This design comes from an exercise in tuning for small area, a short achievable clock period and few clock cycles on the open sky130 flow, not from production work.
The RTL was checked by simulation tests, not by an equivalence proof against the original design.

v33:
==> flow/design.v <==
module rrr_codec (
    input  wire        clk,
    input  wire        rst,       
    input  wire        start,
    input  wire [1:0]  op,        
    input  wire [63:0] arg0,
    input  wire [63:0] arg1,
    output wire        ready,
    output reg         done,
    output reg         fault,     
    output reg  [63:0] finfo,     
    output reg  [63:0] res0,
    output reg  [63:0] res1
);
    localparam [1:0] OP_BINOM  = 2'd0;
    localparam [1:0] OP_CLSZ   = 2'd1;
    localparam [1:0] OP_ENCODE = 2'd2;
    localparam [1:0] OP_DECODE = 2'd3;
    localparam [3:0] S_IDLE  = 4'd0;
    localparam [3:0] S_INIT  = 4'd1;    
    localparam [3:0] S_BIN   = 4'd2;    
    localparam [3:0] S_BDONE = 4'd3;    
    localparam [3:0] S_MUL   = 4'd4;    
    localparam [3:0] S_DIV   = 4'd5;    
    localparam [3:0] S_ENC   = 4'd6;    
    localparam [3:0] S_DEC   = 4'd7;    
    localparam [3:0] S_DFIX  = 4'd8;    
    reg [3:0]  state;
    reg [3:0]  ret;       
    reg [1:0]  op_q;
    reg [63:0] a0_q;
    reg [63:0] a1_q;
    reg [5:0]  bn;
    reg [5:0]  bk;        
    reg [5:0]  bi;
    reg [59:0] v;
    reg [5:0]  mul;
    reg [5:0]  dvs;
    reg [59:0] p;         
    reg [59:0] q;         
    reg [5:0]  rem;
    reg [6:0]  cnt;
    reg [62:0] blk;       
    reg [5:0]  n;         
    reg [5:0]  kk;        
    reg [5:0]  pos;       
    reg [59:0] acc;       
    assign ready = (state == S_IDLE);
    reg [6:0]  rtrial;
    reg [5:0]  rnext;
    reg [3:0]  qbits;
    integer    st;
    always @* begin
        rnext = rem;
        for (st = 0; st < 4; st = st + 1) begin
            rtrial = {rnext, p[59 - st]};
            qbits[3 - st] = (rtrial >= {1'b0, dvs});
            rtrial = qbits[3 - st] ? (rtrial - {1'b0, dvs}) : rtrial;
            rnext = rtrial[5:0];
        end
    end
    reg [5:0] clsz;
    always @* begin
        case (a0_q[5:0])
            6'd0:  clsz = 6'd1;   6'd1:  clsz = 6'd6;   6'd2:  clsz = 6'd11;  6'd3:  clsz = 6'd16;
            6'd4:  clsz = 6'd20;  6'd5:  clsz = 6'd23;  6'd6:  clsz = 6'd27;  6'd7:  clsz = 6'd30;
            6'd8:  clsz = 6'd32;  6'd9:  clsz = 6'd35;  6'd10: clsz = 6'd37;  6'd11: clsz = 6'd40;
            6'd12: clsz = 6'd42;  6'd13: clsz = 6'd44;  6'd14: clsz = 6'd46;  6'd15: clsz = 6'd47;
            6'd16: clsz = 6'd49;  6'd17: clsz = 6'd50;  6'd18: clsz = 6'd52;  6'd19: clsz = 6'd53;
            6'd20: clsz = 6'd54;  6'd21: clsz = 6'd55;  6'd22: clsz = 6'd56;  6'd23: clsz = 6'd57;
            6'd24: clsz = 6'd58;  6'd25: clsz = 6'd58;  6'd26: clsz = 6'd59;  6'd27: clsz = 6'd59;
            6'd28: clsz = 6'd60;  6'd29: clsz = 6'd60;  6'd30: clsz = 6'd60;  6'd31: clsz = 6'd60;
            6'd32: clsz = 6'd60;  6'd33: clsz = 6'd60;  6'd34: clsz = 6'd60;  6'd35: clsz = 6'd60;
            6'd36: clsz = 6'd59;  6'd37: clsz = 6'd59;  6'd38: clsz = 6'd58;  6'd39: clsz = 6'd58;
            6'd40: clsz = 6'd57;  6'd41: clsz = 6'd56;  6'd42: clsz = 6'd55;  6'd43: clsz = 6'd54;
            6'd44: clsz = 6'd53;  6'd45: clsz = 6'd52;  6'd46: clsz = 6'd50;  6'd47: clsz = 6'd49;
            6'd48: clsz = 6'd47;  6'd49: clsz = 6'd46;  6'd50: clsz = 6'd44;  6'd51: clsz = 6'd42;
            6'd52: clsz = 6'd40;  6'd53: clsz = 6'd37;  6'd54: clsz = 6'd35;  6'd55: clsz = 6'd32;
            6'd56: clsz = 6'd30;  6'd57: clsz = 6'd27;  6'd58: clsz = 6'd23;  6'd59: clsz = 6'd20;
            6'd60: clsz = 6'd16;  6'd61: clsz = 6'd11;  6'd62: clsz = 6'd6;   default: clsz = 6'd1;
        endcase
    end
    reg [5:0] pop;
    integer j;
    always @* begin
        pop = 6'd0;
        for (j = 0; j < 63; j = j + 1)
            pop = pop + {5'd0, a0_q[j]};
    end
    reg [5:0] init_n;
    reg [5:0] init_k;
    always @* begin
        case (op_q)
            OP_ENCODE: begin init_n = 6'd62; init_k = pop;       end
            OP_DECODE: begin init_n = 6'd63; init_k = a0_q[5:0]; end
            default:   begin init_n = a0_q[5:0]; init_k = a1_q[5:0]; end
        endcase
    end
    wire [5:0] init_nk = init_n - init_k;
    always @(posedge clk) begin
        if (rst) begin
            state <= S_IDLE;
            done  <= 1'b0;
            fault <= 1'b0;
            finfo <= 64'd0;
            res0  <= 64'd0;
            res1  <= 64'd0;
        end else begin
            done <= 1'b0;
            case (state)
                S_IDLE: begin
                    if (start) begin
                        op_q  <= op;
                        a0_q  <= arg0;
                        a1_q  <= arg1;
                        state <= S_INIT;
                    end
                end
                S_INIT: begin
                    fault <= 1'b0;
                    bn <= init_n;
                    bk <= (init_k > init_nk) ? init_nk : init_k;
                    bi <= 6'd1;
                    v  <= (init_k > init_n) ? 60'd0 : 60'd1;
                    case (op_q)
                        OP_BINOM: begin
                            if (a0_q > 64'd63) begin
                                fault <= 1'b1; finfo <= a0_q;
                                done  <= 1'b1;
                                state <= S_IDLE;
                            end else if (a1_q > 64'd63) begin
                                fault <= 1'b1; finfo <= a1_q;
                                done  <= 1'b1;
                                state <= S_IDLE;
                            end else begin
                                state <= S_BIN;
                            end
                        end
                        OP_CLSZ: begin
                            if (a0_q > 64'd63) begin
                                fault <= 1'b1; finfo <= a0_q;
                            end else begin
                                res0 <= {58'd0, clsz};
                            end
                            done  <= 1'b1;
                            state <= S_IDLE;
                        end
                        OP_ENCODE: begin
                            if (a0_q[63]) begin
                                fault <= 1'b1; finfo <= a0_q;
                                done  <= 1'b1;
                                state <= S_IDLE;
                            end else begin
                                blk   <= a0_q[62:0];
                                n     <= 6'd63;
                                kk    <= pop;
                                acc   <= 60'd0;
                                res0  <= {58'd0, pop};
                                state <= S_BIN;
                            end
                        end
                        default: begin  
                            if (a0_q > 64'd63) begin
                                fault <= 1'b1; finfo <= a0_q;
                                done  <= 1'b1;
                                state <= S_IDLE;
                            end else begin
                                kk    <= a0_q[5:0];
                                state <= S_BIN;
                            end
                        end
                    endcase
                end
                S_BIN: begin
                    if (bi > bk || v == 60'd0) begin
                        state <= S_BDONE;
                    end else begin
                        mul   <= bn - bk + bi;
                        dvs   <= bi;
                        bi    <= bi + 6'd1;
                        ret   <= S_BIN;
                        state <= S_MUL;
                    end
                end
                S_BDONE: begin
                    case (op_q)
                        OP_BINOM: begin
                            res0  <= {4'd0, v};
                            done  <= 1'b1;
                            state <= S_IDLE;
                        end
                        OP_ENCODE: begin
                            state <= S_ENC;
                        end
                        default: begin
                            if (a1_q >= {4'd0, v}) begin
                                fault <= 1'b1; finfo <= a1_q;
                                done  <= 1'b1;
                                state <= S_IDLE;
                            end else if (kk == 6'd0) begin
                                res0  <= 64'd0;
                                done  <= 1'b1;
                                state <= S_IDLE;
                            end else begin
                                blk   <= 63'd0;
                                n     <= 6'd63;
                                pos   <= 6'd0;
                                acc   <= a1_q[59:0];
                                mul   <= 6'd63 - kk;
                                dvs   <= 6'd63;
                                ret   <= S_DEC;
                                state <= S_MUL;
                            end
                        end
                    endcase
                end
                S_MUL: begin
                    {rem, p} <= {6'd0, v} * {60'd0, mul};
                    cnt   <= 7'd15;
                    state <= S_DIV;
                end
                S_DIV: begin
                    rem <= rnext;
                    q   <= {q[55:0], qbits};
                    p   <= {p[55:0], 4'd0};
                    cnt <= cnt - 7'd1;
                    if (cnt == 7'd1) begin
                        v     <= {q[55:0], qbits};
                        state <= ret;
                    end
                end
                S_ENC: begin
                    if (blk[0]) begin
                        acc <= acc + v;
                        kk  <= kk - 6'd1;
                    end
                    blk <= blk >> 1;
                    n   <= n - 6'd1;
                    if (n == 6'd1) begin
                        res1  <= {4'd0, (blk[0] ? acc + v : acc)};
                        done  <= 1'b1;
                        state <= S_IDLE;
                    end else begin
                        mul   <= blk[0] ? kk : (n - 6'd1 - kk);
                        dvs   <= n - 6'd1;
                        ret   <= S_ENC;
                        state <= S_MUL;
                    end
                end
                S_DEC: begin
                    if (kk > 6'd1) begin
                        if (acc >= v) begin
                            blk[pos] <= 1'b1;
                            acc      <= acc - v;
                            kk       <= kk - 6'd1;
                            mul      <= kk;
                        end else begin
                            mul      <= n - 6'd1 - kk;
                        end
                        pos   <= pos + 6'd1;
                        n     <= n - 6'd1;
                        dvs   <= n - 6'd1;
                        ret   <= S_DEC;
                        state <= S_MUL;
                    end else begin
                        res0  <= {1'b0, blk | (63'd1 << (6'd62 - acc[5:0]))};
                        done  <= 1'b1;
                        state <= S_IDLE;
                    end
                end
                default: state <= S_IDLE;
            endcase
        end
    end
endmodule
make LEC_CHECK=0 CAP_MARGIN=20 CORE_MARGIN=2 CORE_UTILIZATION=40 PLACE_DENSITY=0.6 SLEW_MARGIN=20 finish   # period 10.0 ns
run.sh (not shown) runs the stock make flow with config.mk's settings and CLKGATE_MAP_FILE= SYNTH_SCRIPT=/design/flow/synth_recipe.tcl, a recipe that flattens the netlist after the stock synthesis.
Testbench counts of v33, summed over its fixed seeds: cycles 2,868,891.
Inputs modified between v33 and v20:
--- a/flow/design.v
+++ b/flow/design.v
@@ -37,5 +37,5 @@
     reg [5:0]  mul;
     reg [5:0]  dvs;
-    reg [59:0] p;         
+    reg [71:0] p;         
     reg [59:0] q;         
     reg [5:0]  rem;
@@ -49,12 +49,12 @@
     reg [6:0]  rtrial;
     reg [5:0]  rnext;
-    reg [3:0]  qbits;
+    reg [7:0]  qbits;
     integer    st;
     always @* begin
         rnext = rem;
-        for (st = 0; st < 4; st = st + 1) begin
-            rtrial = {rnext, p[59 - st]};
-            qbits[3 - st] = (rtrial >= {1'b0, dvs});
-            rtrial = qbits[3 - st] ? (rtrial - {1'b0, dvs}) : rtrial;
+        for (st = 0; st < 8; st = st + 1) begin
+            rtrial = {rnext, p[71 - st]};
+            qbits[7 - st] = (rtrial >= {1'b0, dvs});
+            rtrial = qbits[7 - st] ? (rtrial - {1'b0, dvs}) : rtrial;
             rnext = rtrial[5:0];
         end
@@ -216,15 +216,16 @@
                 end
                 S_MUL: begin
-                    {rem, p} <= {6'd0, v} * {60'd0, mul};
-                    cnt   <= 7'd15;
+                    p     <= {12'd0, v} * {66'd0, mul};
+                    rem   <= 6'd0;
+                    cnt   <= 7'd9;
                     state <= S_DIV;
                 end
                 S_DIV: begin
                     rem <= rnext;
-                    q   <= {q[55:0], qbits};
-                    p   <= {p[55:0], 4'd0};
+                    q   <= {q[51:0], qbits};
+                    p   <= {p[63:0], 8'd0};
                     cnt <= cnt - 7'd1;
                     if (cnt == 7'd1) begin
-                        v     <= {q[55:0], qbits};
+                        v     <= {q[51:0], qbits};
                         state <= ret;
                     end
[summary]
Layout checks on v20: not met. Flow itself completed; violations: negative setup slack.
v20 ends up with higher number of nets in the layout than v33 does.
Comparing v33 and v20, via count of the first global-routing pass is higher on v33.
v20: post-detailed-routing wire length 4.9% below v33
Taking v33 as the reference, in v20 placement row count shrank by 0.74%; worst hold slack has decreased; area overhead of the layout relative to synthesis now sits higher.
Between v33 and v20, the flow reports mean post-synth cell area increasing slightly.
Testbench counts of v20, summed over its fixed seeds: cycles 1,860,225.

separate check: timing with driven ports:
How much do the figures lean on ideal ports? The routed layouts below were timed once more, with nothing changed but the port constraints.
Step 1 (the two cells are an assumption about what drives the block):
set clk [get_ports {clk}]
set_driving_cell -lib_cell sky130_fd_sc_hd__clkbuf_16 $clk
set_driving_cell -lib_cell sky130_fd_sc_hd__buf_2 [delete_from_list [all_inputs] $clk]
Step 2 moves the port delays by t, midway between the first and last clock arrival at a register: inputs arrive t later, outputs are due t later. That takes back most of the time a late clock gives input paths.
a / b / c = ideal ports / drivers / drivers and shift; a / b = the first two.
| run | t (ns) | slack for setup (ns) | worst setup path after step 2 | clock arrival spread, ns | worst slew at a driven data input, ns |
|---|---|---|---|---|---|
| v33 | 0.796 | 0.731 / 0.731 / 0.731 | register to register | 0.058 / 0.059 | 0.07 |
| v20 | 0.779 | -3.832 / -3.832 / -3.832 | register to register | 0.044 / 0.044 | 0.08 |
